This is an optimization exercise on Yosys and OpenROAD, whose aim is small area, a short achievable clock period and few clock cycles per item, not a production implementation.
Function was checked by simulation only, so behaviour that the tests miss may differ from the original.

<file path="constraint.sdc">
create_clock -name core_clock -period 6.0 [get_ports {clk}]
set_input_delay 1.2000 -clock core_clock [delete_from_list [all_inputs] [get_ports {clk}]]
set_output_delay 1.2000 -clock core_clock [all_outputs]
set_load 0.01 [all_outputs]
</file>
<file path="design.v">
module pd_unit (
    input  wire        clk,
    input  wire        rst,           
    input  wire        req_valid,
    output wire        req_ready,
    input  wire        req_op,        
    input  wire [3:0]  req_width,     
    input  wire [63:0] req_value,     
    input  wire [71:0] req_field,     
    output reg         resp_valid,
    output wire [7:0]  resp_status,
    output wire [71:0] resp_field,    
    output wire [63:0] resp_value     
);
    wire width_bad = (req_width == 4'd0) || (req_width > 4'd9);
    wire big = (req_value >= 64'd1000000000000000000);
    reg [9:0] bm;
    integer i;
    always @(*) begin
        for (i = 0; i < 10; i = i + 1)
            bm[i] = (i < req_width);
    end
    reg digit_bad;
    integer j;
    always @(*) begin
        digit_bad = 1'b0;
        for (j = 0; j < 18; j = j + 1)
            if (bm[j/2] && req_field[4*j +: 4] > 4'd9)
                digit_bad = 1'b1;
    end
    wire [2:0] fl_in = {width_bad, req_op ? digit_bad : big, req_op};
    reg  [6:0]  pv [0:8];             
    reg  [8:0]  nzb;                  
    reg  [7:0]  nze;                  
    reg  [63:0] a_in;
    integer c;
    always @(*) begin
        for (c = 0; c < 9; c = c + 1) begin
            pv[c]  = {req_field[8*c+4 +: 4], 3'd0} + {2'd0, req_field[8*c+4 +: 4], 1'b0}
                   + {3'd0, req_field[8*c +: 4]};
            if (!bm[c])
                pv[c] = 7'd0;
            nzb[c] = (|req_field[8*c +: 8]) && bm[c];
        end
        for (c = 0; c < 8; c = c + 1)
            nze[c] = |req_value[8*c +: 8];
        for (c = 0; c < 9; c = c + 1)
            a_in[7*c +: 7] = pv[c];
        a_in[63] = 1'b0;
        if (!req_op)
            a_in = req_value;
    end
    wire [7:0] nz = req_op ? {3'd0, nzb[8], nzb[7] | nzb[6], nzb[5] | nzb[4],
                              nzb[3] | nzb[2], nzb[1] | nzb[0]} : nze;
    reg  [7:0] lo_oh;
    reg        above;
    always @(*) begin
        above = 1'b0;
        for (c = 7; c >= 1; c = c - 1) begin
            lo_oh[c-1] = nz[c] && !above;
            above      = above || nz[c];
        end
        lo_oh[0] = lo_oh[0] || !above;
        lo_oh[7] = 1'b0;
    end
    reg  [63:0]  a;
    reg          a_v;       
    reg          a_first;   
    reg          a_hi;      
    reg  [7:0]   a_sel;     
    reg          a_op;
    reg  [2:0]   a_fl;      
    reg  [3:0]   a_w;       
    reg  [13:0]  ch_lo;     
    reg  [13:0]  ch_hi;     
    reg          ch_v;      
    reg          ch_op;
    reg          ch_first;  
    reg          ch_last;   
    reg  [2:0]   ch_fl;
    reg  [3:0]   ch_w;
    reg  [71:0]  b;
    reg  [2:0]   rfl;       
    reg  [3:0]   rw;        
    assign req_ready = !a_v || a_sel[0];
    wire accept = req_valid && req_ready;
    wire [7:0] hi_sel = a_hi ? {a_sel[6:0], 1'b0} : 8'd0;
    reg  [13:0] lo_c, hi_c;           
    reg  [7:0]  lo_b, hi_b;           
    always @(*) begin
        lo_c = 14'd0; hi_c = 14'd0; lo_b = 8'd0; hi_b = 8'd0;
        for (c = 0; c < 5; c = c + 1) begin
            lo_c = lo_c | ((c < 4 ? a[14*c +: 14] : {7'd0, a[56 +: 7]}) & {14{a_sel[c]}});
            hi_c = hi_c | ((c < 4 ? a[14*c +: 14] : {7'd0, a[56 +: 7]}) & {14{hi_sel[c]}});
        end
        for (c = 0; c < 8; c = c + 1) begin
            lo_b = lo_b | (a[8*c +: 8] & {8{a_sel[c]}});
            hi_b = hi_b | (a[8*c +: 8] & {8{hi_sel[c]}});
        end
    end
    wire [13:0] hi_d = {hi_c[13:7], 6'd0} + {1'b0, hi_c[13:7], 5'd0}
                     + {5'd0, hi_c[13:7], 2'd0} + {7'd0, hi_c[6:0]};
    function [71:0] dabble;
        input [71:0] x;
        input [7:0]  bits;
        reg   [71:0] e, n;
        reg   [3:0]  dd;
        reg          cc;
        integer l, k;
        begin
            e = x;
            for (l = 7; l >= 0; l = l - 1) begin
                for (k = 0; k < 18; k = k + 1) begin
                    dd = e[4*k +: 4];
                    cc = (k == 0) ? bits[l] : e[4*k-1];
                    n[4*k+3] = dd[2] | (dd[1] & (dd[0] | cc));
                    n[4*k+2] = cc ? dd[2] : (dd[1] & ~dd[0]);
                    n[4*k+1] = dd[0] & (cc ? ~dd[2] : ~dd[1]);
                    n[4*k]   = (cc ^ dd[1]) | dd[2];
                end
                e = n;
            end
            dabble = e;
        end
    endfunction
    wire [11:0] hi_e = dabble(72'd0, hi_b);
    wire [71:0] b_in     = ch_first ? {58'd0, ch_hi} : b;
    wire [71:0] enc_next = dabble(b_in, ch_lo[7:0]);
    wire [59:0] bb = b_in[59:0];
    wire [59:0] dec_next = {bb[46:0], 13'd0} + {bb[48:0], 11'd0}
                         - {bb[51:0], 8'd0} + {bb[55:0], 4'd0}
                         + {46'd0, ch_lo[13:7], 6'd0} + {47'd0, ch_lo[13:7], 5'd0}
                         + {51'd0, ch_lo[13:7], 2'd0} + {53'd0, ch_lo[6:0]};
    wire [71:0] b_next = ch_op ? {12'd0, dec_next} : enc_next;
    always @(posedge clk) begin
        b        <= b_next;
        ch_lo    <= a_op ? lo_c : {6'd0, lo_b};
        ch_hi    <= a_op ? hi_d : {2'd0, hi_e};
        ch_op    <= a_op;
        ch_first <= a_first;
        ch_last  <= a_sel[0];
        ch_fl    <= a_fl;
        ch_w     <= a_w;
        rfl      <= ch_fl;
        rw       <= ch_w;
        if (accept) begin
            a     <= a_in;
            a_sel <= lo_oh;
            a_hi  <= above;
            a_op  <= req_op;
            a_fl  <= fl_in;
            a_w   <= req_width;
        end else begin
            a_sel <= {1'b0, a_sel[7:1]};
        end
        if (rst) begin
            a_v        <= 1'b0;
            ch_v       <= 1'b0;
            resp_valid <= 1'b0;
        end else begin
            resp_valid <= ch_v && ch_last;
            ch_v       <= a_v;
            a_first    <= accept;
            if (accept)
                a_v <= 1'b1;
            else if (a_sel[0])
                a_v <= 1'b0;
        end
    end
    reg [71:0] bcd;
    reg [3:0]  qr;
    integer m;
    always @(*) begin
        for (m = 0; m < 18; m = m + 1) begin
            qr = b[4*m +: 4];
            bcd[4*m+3] = qr[3] & (qr[2] | (qr[1] & qr[0]));
            bcd[4*m+2] = qr[3] ? ~(qr[2] | (qr[1] & qr[0])) : qr[2];
            bcd[4*m+1] = qr[3] ? ((qr[1] ^ qr[0]) & ~qr[2]) : qr[1];
            bcd[4*m]   = qr[3] ? ~(qr[0] ^ qr[2]) : (qr[0] & ~qr[2]);
        end
    end
    reg over;
    integer t;
    always @(*) begin
        over = 1'b0;
        for (t = 1; t < 9; t = t + 1)
            if ((|b[8*t +: 8]) && (t >= rw))
                over = 1'b1;
    end
    wire       rop = rfl[0];
    wire [2:0] st  = rfl[2] ? 3'd6
                   : rop    ? (rfl[1] ? 3'd4 : 3'd0)
                   :          ((rfl[1] || over) ? 3'd5 : 3'd0);
    wire ok = (st == 3'd0);
    assign resp_status = {5'd0, st};
    assign resp_field  = (ok && !rop) ? bcd : 72'd0;
    assign resp_value  = (ok &&  rop) ? {4'd0, b[59:0]} : 64'd0;
endmodule
</file>
<file path="config.mk">
export PLATFORM = sky130hd
export DESIGN_NAME = pd_unit
export DESIGN_NICKNAME = pd_unit
export VERILOG_FILES = /design/flow/design.v
export SDC_FILE = /design/flow/constraint.sdc
export NUM_CORES = 4
export LEC_CHECK = 0
export ABC_AREA = 1
export CAP_MARGIN = 20
export CORE_MARGIN = 2
export CORE_UTILIZATION = 55
export SLEW_MARGIN = 20
</file>
<file path="run.sh">
#!/bin/bash
# synth_recipe.tcl (not shown) runs the flow's synth.tcl, then flattens the netlist and writes it again
# the make line also repeats each setting of config.mk as NAME=value (left out here)
make -C /OpenROAD-flow-scripts/flow DESIGN_CONFIG=/design/flow/config.mk WORK_HOME=/design/flow/orfs CLKGATE_MAP_FILE= SYNTH_SCRIPT=/design/flow/synth_recipe.tcl finish
</file>
==> results of run 1 <==
-- synthesized netlist by cell type, types with 11 or more instances --
master,n
inv_2,19
nand4_1,42
nand2_1,1317
xnor2_1,22
nor4_1,18
o21ai_0,237
o21ai_1,87
clkbuf_1,53
xor2_1,23
nor2_1,568
dfxtp_1,126
buf_4,11
o22ai_1,29
a31oi_1,31
a221oi_1,15
inv_1,747
fa_1,137
nor3_1,17
a211oi_1,20
nor2_2,23
ha_1,262
o211ai_1,15
nand3_1,303
or2_2,14
a21oi_1,259
o21ai_2,18
nor3b_1,16
edfxtp_1,73
-- registers in the layout, indices dropped and copies added (netlist names) --
register	flops
rfl	3
a_fl	3
ch_first	1
b	72
ch_w	4
a_sel	7
ch_fl	3
a	64
resp_valid	1
a_hi	1
a_v	1
ch_v	1
ch_lo	14
ch_last	1
ch_hi	14
a_w	4
rw	4
a_first	1
-- area by class of cell --
type / count / area (um^2)
multi-input combinational: 3587 / 20500
fill: 5037 / 18800
sequential: 199 / 4720
timing repair buffer: 299 / 2940
inverter: 768 / 2890
tap: 680 / 851
clock buffer: 19 / 454
clock inverter: 13 / 128
-- through the flow --
stage | cell area, um^2 | setup slack [ps] | instances | hold WS, ps
floorplan | 28600 | 1030 | 4633 | 310
global placement | 31900 | 471 | 5533 | 310
detailed placement | 31900 | 366 | 5533 | 312
CTS | 32500 | 334 | 5565 | 329
global route | 32500 | 5.45 | 5565 | 335
finish | 32500 | 404 | 5565 | 330
-- repair_timing --
| action | 4_1_cts | 5_1_grt |
|---|---|---|
| buffers inserted | 0 | 0 |
| hold buffers | 0 | 0 |
| resized for setup | 0 | 3 |
| endpoints found under the setup margin | 0 | 6 |
-- metal layers --
metal	track usage [%]	part of all wire, %	wire length, um	vias to the layer above
li1	-	-	-	15400
met1	44.8	45	40100	13700
met2	55.6	46	41000	1020
met3	4.38	6.6	5870	128
met4	9.13	2.6	2310	0
met5	0	0	0	-
-- cells by family after synthesis --
logic type / count (synthesis) / share of synthesized area (%)
multiplexers: 1 / 0.0351
AO/OA/AOI/OAI: 781 / 15.5
buffers and inverters: 847 / 11.6
XOR/XNOR: 45 / 1.38
other: 1 / 0.0131
AND/OR/NAND/NOR: 2352 / 33.9
flip-flops: 199 / 16.5
adder cells (fa/ha/maj): 399 / 21.1
-- how the worst min path moves through the flow --
stage	slack, ps	startpoint	cells after the start	to
after global placement	310	ch_fl[2]	0	rfl[2]
after CTS	330	ch_w[1]	0	rw[1]
after detailed placement	310	ch_w[1]	0	rw[1]
after floorplan	310	ch_fl[1]	0	rfl[1]
final	330	ch_fl[1]	0	rfl[1]
after global routing	340	ch_w[0]	0	rw[0]
==> flow_metrics.py, run 1 <==
metrics = {
    "route": {
        "avgViaCountPerCell": 5.44,
        "drtAntennaViolNets": 0,
        "wl_per_cell_um": 16.0,
        "routed-via-count": 30200,
        "drt_pass1_iterations": 6,
        "dr.first_iter.drc_count": 2667,
        "totalWireLength_um": 89300,
        "drc": 0,
    },
    "global_routing": {
        "grt_pass1_wl_um": 143000,
        "grt_max_degree": 64,
        "grt_pass1_vias": 27700,
        "grtUsageTotal_pct": 33.2,
        "overflow": 0,
        "grt_antenna_before_repair": 0,
    },
    "clock_tree": {
        "clk_latency_ps": 490,
        "htreeDepth": 4,
        "clk_pin_slew_ps": 80,
        "clockRootBuffer": "clkbuf_16",
        "clk_path_buf_depth": 2,
        "tritoncts": "built",
        "cts_sinks": 199,
        "tritoncts.num_buffers": 17,
    },
    "setup_path": {
        "crit_path_frequent_cell": "nand2_1",
        "cp_slowest_stage_delay_ps": 480,
        "path_class": "flop to flop",
        "rr_startpoint": "ch_first",
        "path_cells": "inv_4, buf_4, nand2_1, nand2_2, ha_1, fa_1, inv_1, fa_1, ha_1, nand2_1, inv_1, a21oi_1, o21ai_0, a21boi_0, o21ai_0, a21boi_1, o21ai_0, a21boi_0, o21ai_0, nand2_1, nand3_1, xor2_1, nand2_1, nand2_1",
        "end_kind": "flop",
        "rr_worst_depth": 24,
        "cp.required_ps": 6390,
        "cp-startpoint": "ch_first",
        "slowest_stage": "fa_1",
        "critical_path.max_fanout": 27,
        "cp_num_buf_inv": 4,
        "cp_top_family": "compound AO/OA/AOI/OAI gates",
        "cp_data_arrival_time_ps": 5980,
        "r2r_end": "b[59]",
        "cp-endpoint": "b[59]",
        "crit_cells": 24,
        "rrSetupSlack_ps": 400,
        "cp-start-kind": "flop",
    },
    "floorplan": {
        "start_util_pct": 55.6,
        "pin_count": 290,
        "die_w_um": 232,
        "die_area_um2": 53700,
        "core_area_um2": 51300,
        "placementRows": 83,
        "dieHeight_um": 232,
    },
    "timing": {
        "rsz0062_at_grt": "no",
        "fmax_mhz": 179,
        "setup_viol": 0,
        "fin_tns_setup_ps": 0,
        "slew_violations": 0,
        "layout_min_cycle_time_ps": 5600,
        "worst_slew_pin_slew_ps": 851,
        "fin_skew_ps": 12.1,
        "relSlewSlack_pct": 43.3,
        "final.period_utilization_pct": 93.3,
        "final_hold_viol_count": 0,
    },
    "layout": {
        "final_common_cell": "nand2_1",
        "fin_util_pct": 63.4,
        "layout.nets": 5415,
        "drive_gt1_share_pct": 3.05,
        "area_delta_synth_final_pct": 14.0,
        "n_antenna_cell": 0,
        "final_cell_mix": "nand2_1, inv_1, nor2_1",
    },
    "logic_synthesis": {
        "synth.cell_area_um2": 28500,
        "synth_top_cells_by_area": "nand2_1, ha_1, inv_1",
        "seq_area_frac_synth_pct": 16.5,
        "synth_edf_count": 73,
        "synth-seq-cells": 199,
        "ys.warnings.count": 2,
        "synth.top_cell.area_share_pct": 17.3,
        "synthArstFlopShare_pct": 0,
        "synth_cells": 4625,
        "synth_cell_types": 61,
        "synthFlopType": "dfxtp_1",
        "synth.avg_cell_area_um2": 6.17,
        "yosys.area.top_type": "nand2_1",
    },
    "worst_hold_path": {
        "hold_path.class": "flop to flop",
    },
    "flow_run": {
        "cap_violations": 0,
    },
    "run_status": {
        "status": "complete, no violations",
    },
    "placed_design": {
        "dp_hpwl_um": 75000,
        "io_buffers": 280,
        "gp_congestion": 1.02,
    },
}
Testbench counts, summed over its fixed seeds: cycles 3,793, items 2,400.
==> run 2: changes to the inputs <==
--- a/config.mk
+++ b/config.mk
@@ -9,4 +9,4 @@
 export CAP_MARGIN = 20
 export CORE_MARGIN = 2
-export CORE_UTILIZATION = 55
+export CORE_UTILIZATION = 45
 export SLEW_MARGIN = 20
==> run 2 against run 1 <==
Against the previous run: wire length rose by 4.7%; global-route usage fell by 4.9 points; final cell count rose by 3.1%; first-iteration DRC count fell by 20%; clock skew rose by 5.7 ps; count of clock-buffer cells in the layout fell by 1; via count fell by 1.2%; synthesized area did not move; critical path type unchanged; critical endpoint unchanged; largest cell class unchanged; highest routed layer unchanged.
==> flow_metrics.py, run 2 <==
metrics = {
    "layout": {
        "final_cell_area_um2": 32800,
        "final_common_cell": "nand2_1",
        "fin_util_pct": 52.2,
        "largestRegisters": "b: 72 flops, a: 64 flops",
        "layout.nets": 5422,
        "largest_reg_flops": 72,
        "final_cell_mix": "nand2_1, inv_1, nor2_1",
        "area_delta_synth_final_pct": 14.9,
        "top_register": "b",
        "drive_gt1_share_pct": 3.17,
        "n_antenna_cell": 0,
    },
    "clock_tree": {
        "tritoncts": "built",
        "clk_pin_slew_ps": 90,
        "tritoncts.num_buffers": 17,
        "clk_path_buf_depth": 2,
        "clk_latency_ps": 510,
        "cts_sinks": 199,
        "htreeDepth": 4,
        "ctsHoldBuffers": 0,
        "clockRootBuffer": "clkbuf_16",
    },
    "logic_synthesis": {
        "ys.warnings.count": 2,
        "post-synth-top-count-cell": "nand2_1",
        "synth.avg_cell_area_um2": 6.17,
        "synth_cell_types": 61,
        "synthFlopType": "dfxtp_1",
        "synth-seq-cells": 199,
        "synthArstFlopShare_pct": 0,
        "synth.cell_area_um2": 28500,
        "synth_common_cells": "nand2_1, inv_1, nor2_1",
        "synth_edf_count": 73,
        "seq_area_frac_synth_pct": 16.5,
        "yosys.area.top_type": "nand2_1",
        "synth_top_cells_by_area": "nand2_1, ha_1, inv_1",
        "synth_cells": 4625,
        "synth.top_cell.area_share_pct": 17.3,
    },
    "floorplan": {
        "die_w_um": 256,
        "pin_count": 290,
        "start_util_pct": 45.4,
        "die_area_um2": 65400,
        "dieHeight_um": 256,
        "placementRows": 92,
        "core_area_um2": 62900,
    },
    "route": {
        "routed-via-count": 29900,
        "drt_pass1_iterations": 5,
        "totalWireLength_um": 93500,
        "wl_per_cell_um": 16.3,
        "dr.first_iter.drc_count": 2143,
        "drc": 0,
        "drtAntennaViolNets": 0,
        "avgViaCountPerCell": 5.21,
    },
    "setup_path": {
        "rr_startpoint": "ch_first",
        "critical_path.max_fanout": 11,
        "cp_data_arrival_time_ps": 6060,
        "cp-startpoint": "ch_first",
        "path_class": "flop to flop",
        "r2r_end": "b[59]",
        "crit_path_frequent_cell": "nand2_1",
        "cp-start-kind": "flop",
        "cp-endpoint": "b[59]",
        "slowest_stage": "fa_1",
        "rr_worst_depth": 25,
        "cp.required_ps": 6450,
        "rrSetupSlack_ps": 400,
        "end_kind": "flop",
        "cp_slowest_stage_delay_ps": 550,
    },
    "global_routing": {
        "grt_antenna_before_repair": 2,
        "overflow": 0,
        "grt_pass1_wl_um": 148000,
        "grt_max_degree": 64,
        "grtUsageTotal_pct": 28.3,
        "grt_pass1_vias": 28200,
    },
    "placed_design": {
        "dp_hpwl_um": 78500,
        "place_area_um2": 32200,
        "io_buffers": 280,
        "gp_congestion": 0.959,
    },
    "timing": {
        "layout_min_cycle_time_ps": 5600,
        "fin_skew_ps": 17.7,
        "worst_slew_pin_slew_ps": 1030,
        "setup_viol": 0,
        "hold_ws_ps": 331,
        "relSlewSlack_pct": 30.5,
        "final_hold_viol_count": 0,
        "slew_violations": 0,
        "fmax_mhz": 178,
        "final.period_utilization_pct": 93.4,
        "fin_tns_setup_ps": 0,
        "rsz0062_at_grt": "no",
    },
    "worst_hold_path": {
        "hold_path.class": "flop to flop",
        "min_from": "ch_w[0]",
    },
    "run_status": {
        "status": "complete, no violations",
    },
    "flow_run": {
        "cap_violations": 0,
    },
}
## run 2: timing repair
item | in CTS | in global routing
endpoints found under the hold margin | 0 | 0
resized for setup | 0 | 3
setup endpoints to repair | 0 | 5
buffers inserted | 0 | 0
## run 2: logic make-up after synthesis
| group | Yosys count | share of synthesized area [%] |
|---|---|---|
| compound gates | 781 | 15.5 |
| buf+inv | 847 | 11.6 |
| simple gates | 2352 | 33.9 |
| xor+xnor | 45 | 1.38 |
| mux | 1 | 0.0351 |
| flops | 199 | 16.5 |
| other cells | 1 | 0.0131 |
| fa+ha+maj | 399 | 21.1 |
## run 2: final cells by class
class,count,area [um^2]
sequential,199,4720
clock buffer,18,429
clock inverter,14,141
multi-input combinational,3587,20600
tap,846,1060
inverter,768,2890
fill,6670,30100
timing repair buffer,306,2990
## run 2: worst min path at each step
stage                     depth (start not counted)  slack, ps      to
after detailed placement                          0        310   rw[0]
after floorplan                                   0        310  rfl[1]
after global placement                            0        310   rw[0]
after global routing                              0        340   rw[0]
after CTS                                         0        330   rw[0]
final                                             0        330   rw[0]
## run 2: worst max-delay path: cells and delay by family (launching register included)
| family | cells | cell delay [ps] |
|---|---|---|
| AO/OA/AOI/OAI | 9 | 2330 |
| XOR/XNOR | 1 | 150 |
| adder cells (fa/ha/maj) | 4 | 1840 |
| buffers and inverters | 5 | 340 |
| flip-flops | 1 | 390 |
| AND/OR/NAND/NOR | 6 | 500 |
## run 2: stage by stage
step | std cells | worst slack, ps
after detailed placement | 5706 | 409
final | 5738 | 395
after global routing | 5738 | 58.8
after global placement | 5706 | 537
after floorplan | 4633 | 1030
after CTS | 5738 | 395
## run 2: layer usage
metal / part of all wire [%] / GRT usage (%)
met5: 0 / 0
met4: 2.7 / 8.97
met3: 5.5 / 3.40
met2: 45 / 46.5
met1: 46 / 38.7

[static timing again, ports no longer ideal]
No port has a modelled driver above. Below, the same layouts with a new extraction and two added sets of constraints. Step 1 sets driving cells, clkbuf_16 on the clock port and buf_2 on the other inputs (assumed; they add their load-dependent delay and slew). Step 2 also shifts input and output timing later by t, the mid clock arrival at the registers, as if the neighbouring blocks saw the same clock. Slacks: no drivers / after step 1 / after step 2; pairs: no drivers / after step 1.
run | t, ns | setup slack, ns | worst hold slack (ns)
run 1 | 0.544 | 0.404 / 0.404 / 0.404 | 0.330 / 0.330 / 0.330
run 2 | 0.564 | 0.395 / 0.395 / 0.395 | 0.331 / 0.331 / 0.331
After both steps every run listed still meets setup and hold.
